Context: an optimization exercise on an open-source flow, tuned for small area, a short achievable clock period and few clock cycles per item. The choices shown serve that exercise and are no tape-out recipe. At most, simulation tests tie the RTL to the original design; equivalence was not proved.

==> job 688 <==
Design wm_haar, start of the top module:
module wm_haar (
    input  wire        clk,
    input  wire        rst,         
    input  wire        in_valid,
    output wire        in_ready,
    input  wire [63:0] in_x0,
    input  wire [63:0] in_x1,
    input  wire [63:0] in_x2,
    input  wire [63:0] in_x3,
    output wire        out_valid,
    input  wire        out_ready,
    output wire [63:0] out_y0,
    output wire [63:0] out_y1,
    output wire [63:0] out_y2,
    output wire [63:0] out_y3
);
clock: 22.0 ns
lec_check: 0
abc_clock_period_in_ps: 3000
cap_margin: 20
core_margin: 2
core_utilization: 70
cts_cluster_diameter: 110
cts_cluster_size: 22
setup_slack_margin: 0.5
slew_margin: 20
standard.sh (not shown) runs the stock make flow with config.mk's settings and CLKGATE_MAP_FILE= SYNTH_SCRIPT=/design/flow/synth_recipe.tcl, a recipe that flattens the netlist after the stock synthesis.
==> flow/flow/run.sh <==
#!/bin/bash
# Own layout flow: the standard synthesis unchanged, then the standard
# ORFS layout steps with a larger setup slack margin for repair_timing, so
# that the resizer works towards the period the pipeline can reach rather
# than the design's much longer clock period. The SDC is not changed.
# flow/extra.txt may add further ORFS make variables (CTS and port-buffer
# arguments, for instance).
set -uo pipefail
M=$(cat flow/margin.txt)
EXTRA=$(cat flow/extra.txt 2>/dev/null || true)
EXTRA=${EXTRA//&/\\&}
sed -e "s|SETUP_SLACK_MARGIN=[-0-9.]*|SETUP_SLACK_MARGIN=$M $EXTRA|" standard.sh > standard_margin.sh
grep -q "SETUP_SLACK_MARGIN=$M" standard_margin.sh || { echo "margin not set" >&2; exit 1; }
bash standard.sh synth > synth.log 2>&1 || exit 1
bash standard_margin.sh > layout.log 2>&1 || exit 1
==> flow/flow/extra.txt <==
BUFFER_PORTS_ARGS="-buffer_cell sky130_fd_sc_hd__buf_2" MATCH_CELL_FOOTPRINT=0
==> flow/flow/margin.txt <==
16.1
==> inputs of job 3723, as changes to job 688 <==
--- a/flow/design.v
+++ b/flow/design.v
@@ -133,38 +133,37 @@
             .q({nadd_6, dif_6, eadd_6, ex_6, lz_6, wrap_6, zsub_6, sa_6, sb_6, swap_6}));
     end else begin : n5
         assign {nadd_6, dif_6, eadd_6, ex_6, lz_6, wrap_6, zsub_6, sa_6, sb_6, swap_6} = {nadd_5, dif_5, eadd_5, ex_5, lz_5, wrap_5, zsub_5, sa_5, sb_5, swap_5};
     end endgenerate
     wire [56:0] fd_6 = (HALF != 0) ? {1'b0, dif_6} : {dif_6, 1'b0};
     wire [56:0] dsh_6;
     nshl57 u_shl (.x(fd_6), .s(lz_6), .y(dsh_6));
     wire [55:0] nsub_6 = dsh_6[56:1];
-    wire [10:0] esub_6 = ex_6 - {5'd0, lz_6};
-    wire        radd_6 = nadd_6[2] & (nadd_6[1] | nadd_6[0] | nadd_6[3]);
-    wire        rsub_6 = nsub_6[2] & (nsub_6[1] | nsub_6[0] | nsub_6[3]);
-    wire        wc1_6 = nadd_6[3] & radd_6;
-    wire        wup_6 = (nadd_6[3] ^ radd_6) & (nadd_6[4] ^ wc1_6);
-    wire        ia_6  = wrap_6 ? (wc1_6 | wup_6) : radd_6;
-    wire [52:0] nadd_7, nsub_7;
-    wire [10:0] eadd_7, esub_7;
-    wire        ia_7, rsub_7, wrap_7, zsub_7, sa_7, sb_7, swap_7;
+    wire [55:0] nadd_7, nsub_7;
+    wire [10:0] eadd_7, ex_7;
+    wire [5:0]  lz_7;
+    wire        wrap_7, zsub_7, sa_7, sb_7, swap_7;
     generate if (CUTS[6]) begin : c6
-        pipe #(.W(53+53+11+11+7)) r6 (.clk(clk), .en(en),
-            .d({nadd_6[55:3], nsub_6[55:3], eadd_6, esub_6, ia_6, rsub_6, wrap_6, zsub_6, sa_6, sb_6, swap_6}),
-            .q({nadd_7, nsub_7, eadd_7, esub_7, ia_7, rsub_7, wrap_7, zsub_7, sa_7, sb_7, swap_7}));
+        pipe #(.W(56+56+11+11+6+5)) r6 (.clk(clk), .en(en),
+            .d({nadd_6, nsub_6, eadd_6, ex_6, lz_6, wrap_6, zsub_6, sa_6, sb_6, swap_6}),
+            .q({nadd_7, nsub_7, eadd_7, ex_7, lz_7, wrap_7, zsub_7, sa_7, sb_7, swap_7}));
     end else begin : n6
-        assign {nadd_7, nsub_7, eadd_7, esub_7, ia_7, rsub_7, wrap_7, zsub_7, sa_7, sb_7, swap_7} =
-               {nadd_6[55:3], nsub_6[55:3], eadd_6, esub_6, ia_6, rsub_6, wrap_6, zsub_6, sa_6, sb_6, swap_6};
+        assign {nadd_7, nsub_7, eadd_7, ex_7, lz_7, wrap_7, zsub_7, sa_7, sb_7, swap_7} = {nadd_6, nsub_6, eadd_6, ex_6, lz_6, wrap_6, zsub_6, sa_6, sb_6, swap_6};
     end endgenerate
-    wire [62:0] fadd_7 = wrap_7 ? {12'd0, nadd_7[51:1]}
-                                : {nadd_7[52] ? eadd_7 : 11'd0, nadd_7[51:0]};
+    wire [10:0] esub_7 = ex_7 - {5'd0, lz_7};
+    wire        radd_7 = nadd_7[2] & (nadd_7[1] | nadd_7[0] | nadd_7[3]);
+    wire        rsub_7 = nsub_7[2] & (nsub_7[1] | nsub_7[0] | nsub_7[3]);
+    wire        wc1_7 = nadd_7[3] & radd_7;
+    wire        wup_7 = (nadd_7[3] ^ radd_7) & (nadd_7[4] ^ wc1_7);
+    wire [62:0] fadd_7 = wrap_7 ? {12'd0, nadd_7[54:4]}
+                                : {nadd_7[55] ? eadd_7 : 11'd0, nadd_7[54:3]};
     wire [62:0] madd0_7, msub0_7;
-    inc63 u_inca (.x(fadd_7), .r(ia_7), .y(madd0_7));
-    inc63 u_incs (.x({nsub_7[52] ? esub_7 : 11'd0, nsub_7[51:0]}), .r(rsub_7), .y(msub0_7));
+    inc63 u_inca (.x(fadd_7), .r(wrap_7 ? (wc1_7 | wup_7) : radd_7), .y(madd0_7));
+    inc63 u_incs (.x({nsub_7[55] ? esub_7 : 11'd0, nsub_7[54:3]}), .r(rsub_7), .y(msub0_7));
     wire [62:0] madd_7 = {madd0_7[62:52] & {11{HALF == 0 || madd0_7[62:52] != 11'h7ff}}, madd0_7[51:0]};
     wire [62:0] msub_7 = {msub0_7[62:52] & {11{HALF == 0 || msub0_7[62:52] != 11'h7ff}}, msub0_7[51:0]};
     wire [62:0] madd_8, msub_8;
     wire        zsub_8, sa_8, sb_8, swap_8;
     generate if (CUTS[7]) begin : c7
         pipe #(.W(63+63+4)) r7 (.clk(clk), .en(en),
             .d({madd_7, msub_7, zsub_7, sa_7, sb_7, swap_7}),
             .q({madd_8, msub_8, zsub_8, sa_8, sb_8, swap_8}));
==> flow/config.mk (replaced) <==
export PLATFORM = sky130hd
export DESIGN_NAME = wm_haar
export DESIGN_NICKNAME = wm_haar
export VERILOG_FILES = /design/flow/design.v
export SDC_FILE = /design/flow/constraint.sdc
export NUM_CORES = 8
export LEC_CHECK = 0
export ABC_CLOCK_PERIOD_IN_PS = 3000
export CAP_MARGIN = 20
export CORE_MARGIN = 2
export CORE_UTILIZATION = 60
export CTS_CLUSTER_DIAMETER = 110
export CTS_CLUSTER_SIZE = 22
export SETUP_SLACK_MARGIN = 0.5
export SLEW_MARGIN = 20
==> inputs of job 889, as changes to job 688 <==
--- a/flow/design.v
+++ b/flow/design.v
@@ -7,36 +7,39 @@
     input  wire        en,
     input  wire [63:0] a,
     input  wire [63:0] b,
     output wire [63:0] p,
     output wire [63:0] m
 );
     wire [63:0] ai, bi;
     wire        mgt_0;
+    wire        eani, ebni;
     generate if (GT_LATE) begin : gl
         if (CUTS[9]) begin : c9
-            pipe #(.W(128)) rin (.clk(clk), .en(en), .d({a, b}), .q({ai, bi}));
+            pipe #(.W(130)) rin (.clk(clk), .en(en), .d({a, b, |a[62:52], |b[62:52]}), .q({ai, bi, eani, ebni}));
         end else begin : n9
-            assign {ai, bi} = {a, b};
+            assign {ai, bi, eani, ebni} = {a, b, |a[62:52], |b[62:52]};
         end
-        mag_gt #(.N(53)) u_gt (.a({|bi[62:52], bi[51:0]}), .b({|ai[62:52], ai[51:0]}), .gt(mgt_0));
+        mag_gt #(.N(53)) u_gt (.a({ebni, bi[51:0]}), .b({eani, ai[51:0]}), .gt(mgt_0));
     end else begin : ge
         wire mgt_in;
         mag_gt #(.N(53)) u_gt (.a({|b[62:52], b[51:0]}), .b({|a[62:52], a[51:0]}), .gt(mgt_in));
         if (CUTS[9]) begin : c9
             pipe #(.W(129)) rin (.clk(clk), .en(en), .d({a, b, mgt_in}), .q({ai, bi, mgt_0}));
         end else begin : n9
             assign {ai, bi, mgt_0} = {a, b, mgt_in};
         end
+        assign eani = |ai[62:52];
+        assign ebni = |bi[62:52];
     end endgenerate
     wire [10:0] ea = ai[62:52];
     wire [10:0] eb = bi[62:52];
-    wire        ean = |ea;
-    wire        ebn = |eb;
+    wire        ean = eani;
+    wire        ebn = ebni;
     wire [10:0] ea1 = {ea[10:1], ea[0] | ~ean};
     wire [10:0] eb1 = {eb[10:1], eb[0] | ~ebn};
     wire [10:0] dab, dba;
     wire        eswap_0, bnb;
     sub11 u_dab (.x(ea1), .y(eb1), .d(dab), .borrow(eswap_0));
     sub11 u_dba (.x(eb1), .y(ea1), .d(dba), .borrow(bnb));
     wire [10:0] dd = eswap_0 ? dba : dab;
     wire [5:0]  d_0  = dd[5:0] | {6{|dd[10:6]}};
@@ -157,28 +160,29 @@
     end endgenerate
     wire [62:0] fadd_7 = wrap_7 ? {12'd0, nadd_7[51:1]}
                                 : {nadd_7[52] ? eadd_7 : 11'd0, nadd_7[51:0]};
     wire [62:0] madd0_7, msub0_7;
     inc63 u_inca (.x(fadd_7), .r(ia_7), .y(madd0_7));
     inc63 u_incs (.x({nsub_7[52] ? esub_7 : 11'd0, nsub_7[51:0]}), .r(rsub_7), .y(msub0_7));
     wire [62:0] madd_7 = {madd0_7[62:52] & {11{HALF == 0 || madd0_7[62:52] != 11'h7ff}}, madd0_7[51:0]};
     wire [62:0] msub_7 = {msub0_7[62:52] & {11{HALF == 0 || msub0_7[62:52] != 11'h7ff}}, msub0_7[51:0]};
+    wire        ssub_7 = ~zsub_7 & (sa_7 ^ swap_7);
+    wire        same_7 = ~(sa_7 ^ sb_7);
     wire [62:0] madd_8, msub_8;
-    wire        zsub_8, sa_8, sb_8, swap_8;
+    wire        sa_8, ssub_8, same_8;
     generate if (CUTS[7]) begin : c7
-        pipe #(.W(63+63+4)) r7 (.clk(clk), .en(en),
-            .d({madd_7, msub_7, zsub_7, sa_7, sb_7, swap_7}),
-            .q({madd_8, msub_8, zsub_8, sa_8, sb_8, swap_8}));
+        pipe #(.W(63+63+3)) r7 (.clk(clk), .en(en),
+            .d({madd_7, msub_7, sa_7, ssub_7, same_7}),
+            .q({madd_8, msub_8, sa_8, ssub_8, same_8}));
     end else begin : n7
-        assign {madd_8, msub_8, zsub_8, sa_8, sb_8, swap_8} = {madd_7, msub_7, zsub_7, sa_7, sb_7, swap_7};
+        assign {madd_8, msub_8, sa_8, ssub_8, same_8} = {madd_7, msub_7, sa_7, ssub_7, same_7};
     end endgenerate
     wire [63:0] radd_8 = {sa_8, madd_8};
-    wire [63:0] rsub_8 = {~zsub_8 & (sa_8 ^ swap_8), msub_8};
-    wire        same_8 = ~(sa_8 ^ sb_8);
+    wire [63:0] rsub_8 = {ssub_8, msub_8};
     generate if (CUTS[8]) begin : c8
         pipe #(.W(128)) r8 (.clk(clk), .en(en),
             .d({same_8 ? radd_8 : rsub_8, same_8 ? rsub_8 : radd_8}),
             .q({p, m}));
     end else begin : n8
         assign {p, m} = {same_8 ? radd_8 : rsub_8, same_8 ? rsub_8 : radd_8};
     end endgenerate
 endmodule
@@ -241,17 +245,17 @@
 endmodule
 module pfx_skl #(
     parameter N = 56
 ) (
     input  wire [N-1:0] g,
     input  wire [N-1:0] p,
     output wire [N-1:0] c
 );
-    localparam L = $clog2(N);
+    localparam L = (N <= 2) ? 1 : (N <= 4) ? 2 : (N <= 8) ? 3 : (N <= 16) ? 4 : (N <= 32) ? 5 : (N <= 64) ? 6 : 7;
     wire [N-1:0] gl [0:L];
     wire [N-1:0] pl [0:L];
     assign gl[0] = g;
     assign pl[0] = p;
     genvar l, i;
     generate for (l = 0; l < L; l = l + 1) begin : lv
         for (i = 0; i < N; i = i + 1) begin : bt
             if ((i >> l) & 1) begin : m
@@ -329,17 +333,17 @@
     assign gt = g5[1] | (e5[1] & g5[0]);
 endmodule
 module and_pfx #(
     parameter N = 64
 ) (
     input  wire [N-1:0] x,
     output wire [N-1:0] c
 );
-    localparam L = $clog2(N);
+    localparam L = (N <= 2) ? 1 : (N <= 4) ? 2 : (N <= 8) ? 3 : (N <= 16) ? 4 : (N <= 32) ? 5 : (N <= 64) ? 6 : 7;
     wire [N-1:0] pl [0:L];
     assign pl[0] = x;
     genvar l, i;
     generate for (l = 0; l < L; l = l + 1) begin : lv
         for (i = 0; i < N; i = i + 1) begin : bt
             if ((i >> l) & 1) begin : m
                 localparam integer J = ((i >> l) << l) - 1;
                 assign pl[l+1][i] = pl[l][i] & pl[l][J];
@@ -383,18 +387,18 @@
     input  wire [63:0] in_x3,
     output wire        out_valid,
     input  wire        out_ready,
     output wire [63:0] out_y0,
     output wire [63:0] out_y1,
     output wire [63:0] out_y2,
     output wire [63:0] out_y3
 );
-    localparam [9:0] CUTS1 = 10'b1011010100;
-    localparam [9:0] CUTS2 = 10'b0001011001;
+    localparam [9:0] CUTS1 = 10'b1101010100;
+    localparam [9:0] CUTS2 = 10'b0001010100;
     localparam integer LAT = ncuts(CUTS1) + ncuts(CUTS2);
     function integer ncuts;
         input [9:0] c;
         integer k;
         begin
             ncuts = 0;
             for (k = 0; k < 10; k = k + 1) ncuts = ncuts + c[k];
         end
==> flow/flow/extra.txt (replaced) <==
BUFFER_PORTS_ARGS="-buffer_cell sky130_fd_sc_hd__buf_2" MATCH_CELL_FOOTPRINT=0 POST_GLOBAL_PLACE_TCL=$PWD/flow/post_gp2.tcl
==> flow/flow/margin.txt (replaced) <==
16.15
==> flow/flow/post_gp2.tcl (new file) <==
# After global placement: move each register that drives an output port
# buffer next to that buffer (at the pin), so that the clock-to-output path
# has no long wire; the register's input side, which has slack, takes the
# wire instead. Detailed placement legalises the moved cells afterwards.
set block [ord::get_db_block]
set moved 0
foreach inst [$block getInsts] {
  if {![string match "output*" [$inst getName]]} continue
  set drv ""
  foreach it [$inst getITerms] {
    if {[$it isInputSignal]} {
      set net [$it getNet]
      if {$net ne "NULL"} {
        foreach it2 [$net getITerms] {
          if {[$it2 isOutputSignal]} { set drv [$it2 getInst] }
        }
      }
    }
  }
  if {$drv eq ""} continue
  if {![string match "*DFF*" [$drv getName]] && ![string match "*dfxtp*" [[$drv getMaster] getName]] && ![string match "*edfxtp*" [[$drv getMaster] getName]]} continue
  # the output port's pin position
  set bt ""
  foreach it [$inst getITerms] {
    if {[$it isOutputSignal]} {
      set net [$it getNet]
      if {$net ne "NULL"} { foreach b [$net getBTerms] { set bt $b } }
    }
  }
  if {$bt eq ""} continue
  set bb [$bt getBBox]
  set x [expr {([$bb xMin] + [$bb xMax]) / 2}]
  set y [expr {([$bb yMin] + [$bb yMax]) / 2}]
  $inst setLocation $x $y
  $drv setLocation $x $y
  incr moved
}
puts "post_gp2: moved $moved output registers"
==> flow/config.mk (replaced) <==
export PLATFORM = sky130hd
export DESIGN_NAME = wm_haar
export DESIGN_NICKNAME = wm_haar
export VERILOG_FILES = /design/flow/design.v
export SDC_FILE = /design/flow/constraint.sdc
export NUM_CORES = 8
export LEC_CHECK = 0
export ABC_AREA = 1
export CAP_MARGIN = 20
export CORE_MARGIN = 2
export CORE_UTILIZATION = 60
export CTS_CLUSTER_DIAMETER = 110
export CTS_CLUSTER_SIZE = 22
export SETUP_SLACK_MARGIN = 0.5
export SLEW_MARGIN = 20
==> impl_table.tex <==
\begin{tabular}{lr}
\hline
Metric & Value \\
\hline
\multicolumn{2}{l}{\textbf{Outcome}} \\
Status & complete, no violations \\
\multicolumn{2}{l}{\textbf{Setup path}} \\
Critical R2R Launch & u\_b1.c4.r4.q[4] \\
\multicolumn{2}{l}{\textbf{Cells and area}} \\
Inverter count & around 2.6k \\
ANT cells & 17 \\
Non-clock buffer contribution to total cell area & under 10\% \\
Number of clock buffer instances in the layout & 183 \\
Count of buffers not belonging to the clock network in the layout & between 700 and 800 \\
\multicolumn{2}{l}{\textbf{Yosys}} \\
Post-Syn Instances & 21.99k \\
Largest family of logic cells by synthesized area & simple AND/OR/NAND/NOR gates \\
Share of the yosys chip area belonging to registers & 43.67\% \\
Mux cell area share after synthesis & 0.4149\% \\
Cell with the most instances after synthesis & nand2\_1 \\
\multicolumn{2}{l}{\textbf{Hold path}} \\
End of the worst hold path & u\_a01.c4.r4.q[4] \\
Hold path start & u\_a01.c2.r2.q[8] \\
\multicolumn{2}{l}{\textbf{Global routing}} \\
Routing usage on met2 & 60.86\% \\
\multicolumn{2}{l}{\textbf{Route}} \\
Total length of routed met2 wires & 256900 um \\
\multicolumn{2}{l}{\textbf{STA}} \\
Final critical-path share of the clock period & 26.73\% \\
Crit path setup slack, layout & roughly 16000 ps \\
\multicolumn{2}{l}{\textbf{Floorplan}} \\
Die extent in x & around 540 um \\
Count of standard-cell rows & about 200 \\
\multicolumn{2}{l}{\textbf{Placement}} \\
Placed wire-length estimate after detailed placement & roughly 450000 um \\
\hline
\end{tabular}
[end of results for job 889]
==> impl_table.tex <==
\begin{tabular}{lr}
\hline
Metric & Value \\
\hline
\multicolumn{2}{l}{\textbf{Floorplan}} \\
Die extent in x & 546.3 um \\
\multicolumn{2}{l}{\textbf{Placement}} \\
Placed wire-length estimate after detailed placement & 415700 um \\
\multicolumn{2}{l}{\textbf{Setup path}} \\
Critical R2R Launch & u\_a01.gl.c9.rin.q[116] \\
\multicolumn{2}{l}{\textbf{Cells and area}} \\
Number of clock buffer instances in the layout & between 200 and 250 \\
Non-clock buffer contribution to total cell area & 2.897\% \\
Inverter count & approximately 900 \\
ANT cells & 8 \\
Count of buffers not belonging to the clock network in the layout & between 800 and 900 \\
\multicolumn{2}{l}{\textbf{Hold path}} \\
Hold path start & u\_a01.gl.c9.rin.q[127] \\
End of the worst hold path & u\_a01.c2.r2.q[2] \\
\multicolumn{2}{l}{\textbf{Route}} \\
Total length of routed met2 wires & 251200 um \\
\multicolumn{2}{l}{\textbf{Yosys}} \\
Largest family of logic cells by synthesized area & simple AND/OR/NAND/NOR gates \\
Mux cell area share after synthesis & between 10\% and 20\% \\
Share of the yosys chip area belonging to registers & 47.42\% \\
Cell with the most instances after synthesis & edfxtp\_1 \\
Post-Syn Instances & $\sim$17k \\
\multicolumn{2}{l}{\textbf{Outcome}} \\
Status & complete, no violations \\
\multicolumn{2}{l}{\textbf{STA}} \\
Crit path setup slack, layout & $\sim$16000 ps \\
\hline
\end{tabular}
[end of results for job 3723]
==> impl_table.tex <==
\begin{tabular}{lr}
\hline
Metric & Value \\
\hline
\multicolumn{2}{l}{\textbf{Hold path}} \\
Hold path start & u\_b1.c0.r0.q[16] \\
\multicolumn{2}{l}{\textbf{Outcome}} \\
Status & complete, no violations \\
\multicolumn{2}{l}{\textbf{Yosys}} \\
Largest family of logic cells by synthesized area & compound AO/OA/AOI/OAI gates \\
Mux cell area share after synthesis & a little under an eighth \\
Adder and majority cell fraction of the synthesized area & between 6 and 7\% \\
Share of the yosys chip area belonging to registers & 46.99\% \\
Post-Syn Instances & between 15k and 20k \\
\multicolumn{2}{l}{\textbf{Floorplan}} \\
Count of standard-cell rows & between 150 and 200 \\
Die extent in x & 504.7 um \\
\multicolumn{2}{l}{\textbf{Cells and area}} \\
Non-clock buffer contribution to total cell area & under 10\% \\
Count of buffers not belonging to the clock network in the layout & around 900 \\
Inverter count & around 930 \\
ANT cells & 6 \\
\multicolumn{2}{l}{\textbf{Route}} \\
Total length of routed met2 wires & 264300 um \\
\multicolumn{2}{l}{\textbf{Global routing}} \\
Routing usage on met2 & approximately 70\% \\
\multicolumn{2}{l}{\textbf{Placement}} \\
Placed wire-length estimate after detailed placement & 420000 um \\
\multicolumn{2}{l}{\textbf{STA}} \\
Crit path setup slack, layout & approximately 16000 ps \\
Final critical-path share of the clock period & between 20\% and 30\% \\
\hline
\end{tabular}
[end of results for job 688]
Testbench counts of job 889, summed over its fixed seeds: cycles 32,072, items 32,000.
For job 688 and job 3723, only the layout was checked, not whether the RTL still works.

-- separate check: timing with driven ports --
No port has a modelled driver above. Below, the same layouts with a new extraction and two added sets of constraints. Step 1 assumes that a clkbuf_16 drives the clock port and a buf_2 every other input. Step 2 adds t to the input delays and takes it off the output delays; t is the mean of the earliest and latest rising clock arrival at the registers after step 1. Input paths then give back, and output paths get back, about the clock's delay inside the block. a / b / c = no drivers / after step 1 / after step 2; a / b = the first two.
| run | t (ns) | slack for setup (ns) | clock arrival spread, ns | worst register clock-pin slew, ns |
|---|---|---|---|---|
| job 688 | 0.988 | 16.032 / 15.918 / 15.415 | 0.082 / 0.082 | 0.10 / 0.10 |
| job 3723 | 1.005 | 16.116 / 16.008 / 15.482 | 0.050 / 0.050 | 0.10 / 0.10 |
| job 889 | 0.989 | 16.118 / 16.012 / 15.430 | 0.065 / 0.064 | 0.10 / 0.10 |
After both steps setup and hold are still met in every run listed. For job 889, which loses most, drivers alone change the setup slack by -0.106 ns; drivers and shift together by -0.688 ns.
